What follows belongs to an exercise in optimizing a design on an open flow for small area, a short achievable clock period and few clock cycles per item; a production flow would make more cautious choices. At most, simulation tests tie the RTL to the original design; equivalence was not proved. Power is estimated from default activity; no workload was simulated.

the baseline:
## hamming_codec
module hamming_codec (
    input  wire         clk,
    input  wire         rst,         
    input  wire         in_valid,
    output wire         in_ready,
    input  wire         in_op,       
    input  wire [3:0]   in_r,        
    input  wire [254:0] in_word,
    output reg          out_valid,
    input  wire         out_ready,
    output wire [254:0] out_word,
    output reg          out_err      
);
    wire dec = in_op;
    reg  [8:2] sel;                  
    always @(*) begin
        sel = 7'd0;
        case (in_r)
            4'd2: sel[2] = 1'b1;
            4'd3: sel[3] = 1'b1;
            4'd4: sel[4] = 1'b1;
            4'd5: sel[5] = 1'b1;
            4'd6: sel[6] = 1'b1;
            4'd7: sel[7] = 1'b1;
            4'd8: sel[8] = 1'b1;
            default: ;
        endcase
    end
    wire bad_r = ~|sel;
    wire [1:0] p2;
    wire [2:0] p3;
    wire [3:0] p4;
    wire [4:0] p5;
    wire [5:0] p6;
    wire [6:0] p7;
    wire [7:0] p8;
    assign p2[1] = ^(in_word & 255'h1);
    assign p2[0] = ^(in_word & 255'h1);
    assign p3[2] = ^(in_word & 255'h7);
    assign p3[1] = ^(in_word & 255'hb);
    assign p3[0] = ^(in_word & 255'hd);
    assign p4[3] = ^(in_word & 255'hef);
    assign p4[2] = ^(in_word & 255'h337);
    assign p4[1] = ^(in_word & 255'h55b);
    assign p4[0] = ^(in_word & 255'h69d);
    assign p5[4] = ^(in_word & 255'hf0fdf);
    assign p5[3] = ^(in_word & 255'h7171ef);
    assign p5[2] = ^(in_word & 255'h192b677);
    assign p5[1] = ^(in_word & 255'h2a4dabb);
    assign p5[0] = ^(in_word & 255'h348ed3d);
    assign p6[5] = ^(in_word & 255'h7c00ffc1ffbf);
    assign p6[4] = ^(in_word & 255'h7843f03de1fdf);
    assign p6[3] = ^(in_word & 255'h3889c71c6ee3ef);
  ...
Size: ~310 flip-flops, ~520 I/O pins, ~0.025 sq mm of cells after synthesis.
clock: 8.0 ns
lec_check: 0
cap_margin: 20
core_margin: 2
core_utilization: 35
place_density: 0.55
setup_slack_margin: 4.0
slew_margin: 20
standard.sh (not shown) runs the stock make flow with config.mk's settings and CLKGATE_MAP_FILE= SYNTH_SCRIPT=/design/flow/synth_recipe.tcl, a recipe that flattens the netlist after the stock synthesis.
==> flow/flow/run.sh <==
#!/bin/bash
# The standard layout, with every port buffered by a plain buffer
# (sky130_fd_sc_hd__buf_2) instead of the default delay-cell buffer.
set -e
export BUFFER_PORTS_ARGS="-buffer_cell sky130_fd_sc_hd__buf_2"
bash standard.sh > standard.log 2>&1
Edits applied to the flow inputs when going from the baseline to the candidate:
Settings: SETUP_SLACK_MARGIN now 3.0, was 4.0; ABC_CLOCK_PERIOD_IN_PS now 3000, previously not set.
Findings:
The candidate did not stop at any stage, and its layout met the timing, DRC and antenna checks. Compared with the baseline, the candidate shows a lower wire length of the first global-routing pass. Routed wire length ended up 3.6% lower on the candidate than on the baseline. Looking at number of CTS-inserted buffers across the candidate and the baseline, the one that comes out lower is the candidate. A endpoint of the most critical setup path of lo_q[14] is what the baseline shows, while lo_q[9] belongs to the candidate. Compared the candidate vs the baseline, and critical path depth is down in the candidate. Cmp the candidate and the baseline / via count / lower: the candidate. Via count of the first global-routing pass, the candidate and the baseline: smaller value in the candidate. Layout overhead on the synthesized area came out lower on the candidate than on the baseline. Between the candidate and the baseline, the difference in count of buffers inserted at the top-level ports is negligible. Time the worst path needs with I/O delays and setup up 0.69 ns in the candidate wrt the baseline. Taking the baseline as the reference, in the candidate count of clock-buffer cells in the layout now larger, worst setup slack lost 0.69 ns.
No functional check of the RTL was part of any run of this note.


hamming_codec, a different RTL version from the one above (not shown whole).
Size: about 2,200 cells after synthesis, about 270 flip-flops, ~520 I/O pins, about 0.023 mm2 of cells after synthesis.
clock: 8.0 ns
lec_check: 0
cap_margin: 20
core_margin: 2
core_utilization: 45
place_density: 0.7
setup_slack_margin: 3.5
slew_margin: 20
==> flow/flow/run.sh <==
#!/bin/bash
# The standard layout, with every port buffered by the smallest plain buffer
# (sky130_fd_sc_hd__buf_1) instead of the default delay-cell buffer; timing
# repair resizes the ones on critical paths.
set -e
export BUFFER_PORTS_ARGS="-buffer_cell sky130_fd_sc_hd__buf_1"
bash standard.sh > standard.log 2>&1
Testbench counts at the start, summed over its fixed seeds: cycles 12,008, items 12,000.
Rerun with:
- CORE_UTILIZATION: 45 -> 55
- PLACE_DENSITY: 0.7 -> 0.8
- SETUP_SLACK_MARGIN: 3.5 -> 4.0
With this change the flow stopped in global routing (GRT-0232).
Synthesized cell count is unchanged.
Area after synthesis stays the same.


hamming_codec, a different RTL version from the one above (not shown whole).
Size: ~2200 cells after synthesis, about 270 flip-flops, about 520 I/O pins.
export LEC_CHECK = 0
export ABC_CLOCK_PERIOD_IN_PS = 3000
export CAP_MARGIN = 20
export CORE_MARGIN = 2
export CORE_UTILIZATION = 35
export PLACE_DENSITY = 0.55
export SETUP_SLACK_MARGIN = 3.0
export SLEW_MARGIN = 20
create_clock -name core_clock -period 8.0 [get_ports {clk}]
==> flow/flow/run.sh <==
#!/bin/bash
# The standard layout, with every port buffered by a plain buffer
# (sky130_fd_sc_hd__buf_2) instead of the default delay-cell buffer.
set -e
export BUFFER_PORTS_ARGS="-buffer_cell sky130_fd_sc_hd__buf_2"
bash standard.sh > standard.log 2>&1
The first run completed without violations.
Testbench counts at the start, summed over its fixed seeds: cycles 12,008, items 12,000.
Rerun with:
==> flow/run.sh (new file) <==
#!/bin/bash
# synth_recipe.tcl (not shown) runs the flow's synth.tcl, then flattens the netlist and writes it again
# the make line also repeats each setting of config.mk as NAME=value (left out here)
make -C /OpenROAD-flow-scripts/flow DESIGN_CONFIG=/design/flow/config.mk WORK_HOME=/design/flow/orfs CLKGATE_MAP_FILE= SYNTH_SCRIPT=/design/flow/synth_recipe.tcl finish
- CORE_UTILIZATION: 35 -> 50
- PLACE_DENSITY: 0.55 -> 0.65
- SETUP_SLACK_MARGIN: 3.0 -> 4.0
removed: flow/flow/run.sh
removed: flow/standard.sh
Result:
- With this change the flow never finished: it broke off in global routing
- synthesized area is unchanged
- synthesized cell count stays the same
Rerun with:
- ABC_CLOCK_PERIOD_IN_PS: 3000 -> 2500
- SETUP_SLACK_MARGIN: 4.0 -> 3.0
Outcome: The changed run produced a clean layout; area after synthesis does not change; synthesized cell count does not change.


Setup of the previous run:
RTL: one of the versions met above, not the one the previous note started from.
Size: roughly 2200 cells after synthesis, about 0.023 sq mm of cells after synthesis.
clock: 8.0 ns
lec_check: 0
cap_margin: 20
core_margin: 2
core_utilization: 35
place_density: 0.55
setup_slack_margin: 3.0
slew_margin: 20
==> flow/flow/run.sh <==
#!/bin/bash
# The standard layout, with every port buffered by the smallest plain buffer
# (sky130_fd_sc_hd__buf_1) instead of the default delay-cell buffer; timing
# repair resizes the ones on critical paths.
set -e
export BUFFER_PORTS_ARGS="-buffer_cell sky130_fd_sc_hd__buf_1"
bash standard.sh > standard.log 2>&1
Testbench counts of the previous run, summed over its fixed seeds: cycles 12,008, items 12,000.
--- input diff the previous run..the current run ---
Settings: a change of CORE_UTILIZATION from 35 to 50; a change of PLACE_DENSITY from 0.55 to 0.75; a change of SETUP_SLACK_MARGIN from 3.0 to 3.5.
- Summary of the current run over the previous run: part of the power in the clock network -0.6 points; routed wire length down 5.7%; shortest period the worst path allows -510 ps; number of cells in the design after placement lower.
- In the reports for the previous run and the current run, the larger aggregate global-route resource usage belongs to the current run.
- Diff the previous run -> the current run: maximum clock frequency picked up an extra about 11%, final area now larger.
- End of the critical path = out_word[30]: the previous run; end of the critical path = out_word[14]: the current run

-- afterwards: timing with drivers on the ports --
The flow's constraints put no driver on any port. The routed layouts listed below were extracted and timed again, unchanged, in two steps. Step 1 (the two cells are an assumption about what drives the block):
set clk [get_ports {clk}]
set_driving_cell -lib_cell sky130_fd_sc_hd__clkbuf_16 $clk
set_driving_cell -lib_cell sky130_fd_sc_hd__buf_2 [delete_from_list [all_inputs] $clk]
Step 2 adds t to the input delays and takes it off the output delays; t is the mean of the earliest and latest rising clock arrival at the registers after step 1. Input paths then give back, and output paths get back, about the clock's delay inside the block. Slacks: ideal ports / drivers / drivers and shift; pairs: ideal ports / drivers.
| run | t, ns | setup slack, ns | worst setup path after step 2 | clock arrival spread, ns | pins driven straight from the clock port |
|---|---|---|---|---|---|
| the baseline | 0.635 | 3.749 / 3.757 / 3.122 | input to register | 0.024 / 0.024 | 1 |
| the candidate | 0.613 | 3.054 / 3.081 / 2.468 | input to register | 0.027 / 0.027 | 1 |
| the first run of note 2 | 0.638 | 3.403 / 3.349 / 2.801 | input to register | 0.024 / 0.024 | 1 |
| the first run of note 3 | 0.626 | 3.042 / 2.982 / 2.750 | input to register | 0.030 / 0.030 | 1 |
| the third run of note 3 | 0.643 | 2.811 / 2.756 / 2.331 | input to register | 0.020 / 0.020 | 1 |
| the previous run | 0.607 | 2.848 / 2.787 / 2.405 | input to register | 0.030 / 0.029 | 1 |
| the current run | 0.608 | 3.360 / 3.306 / 2.839 | input to register | 0.023 / 0.022 | 1 |
After both steps every run listed still meets setup and hold. For the baseline, which loses most, drivers alone change the setup slack by +0.008 ns; drivers and shift together by -0.627 ns.
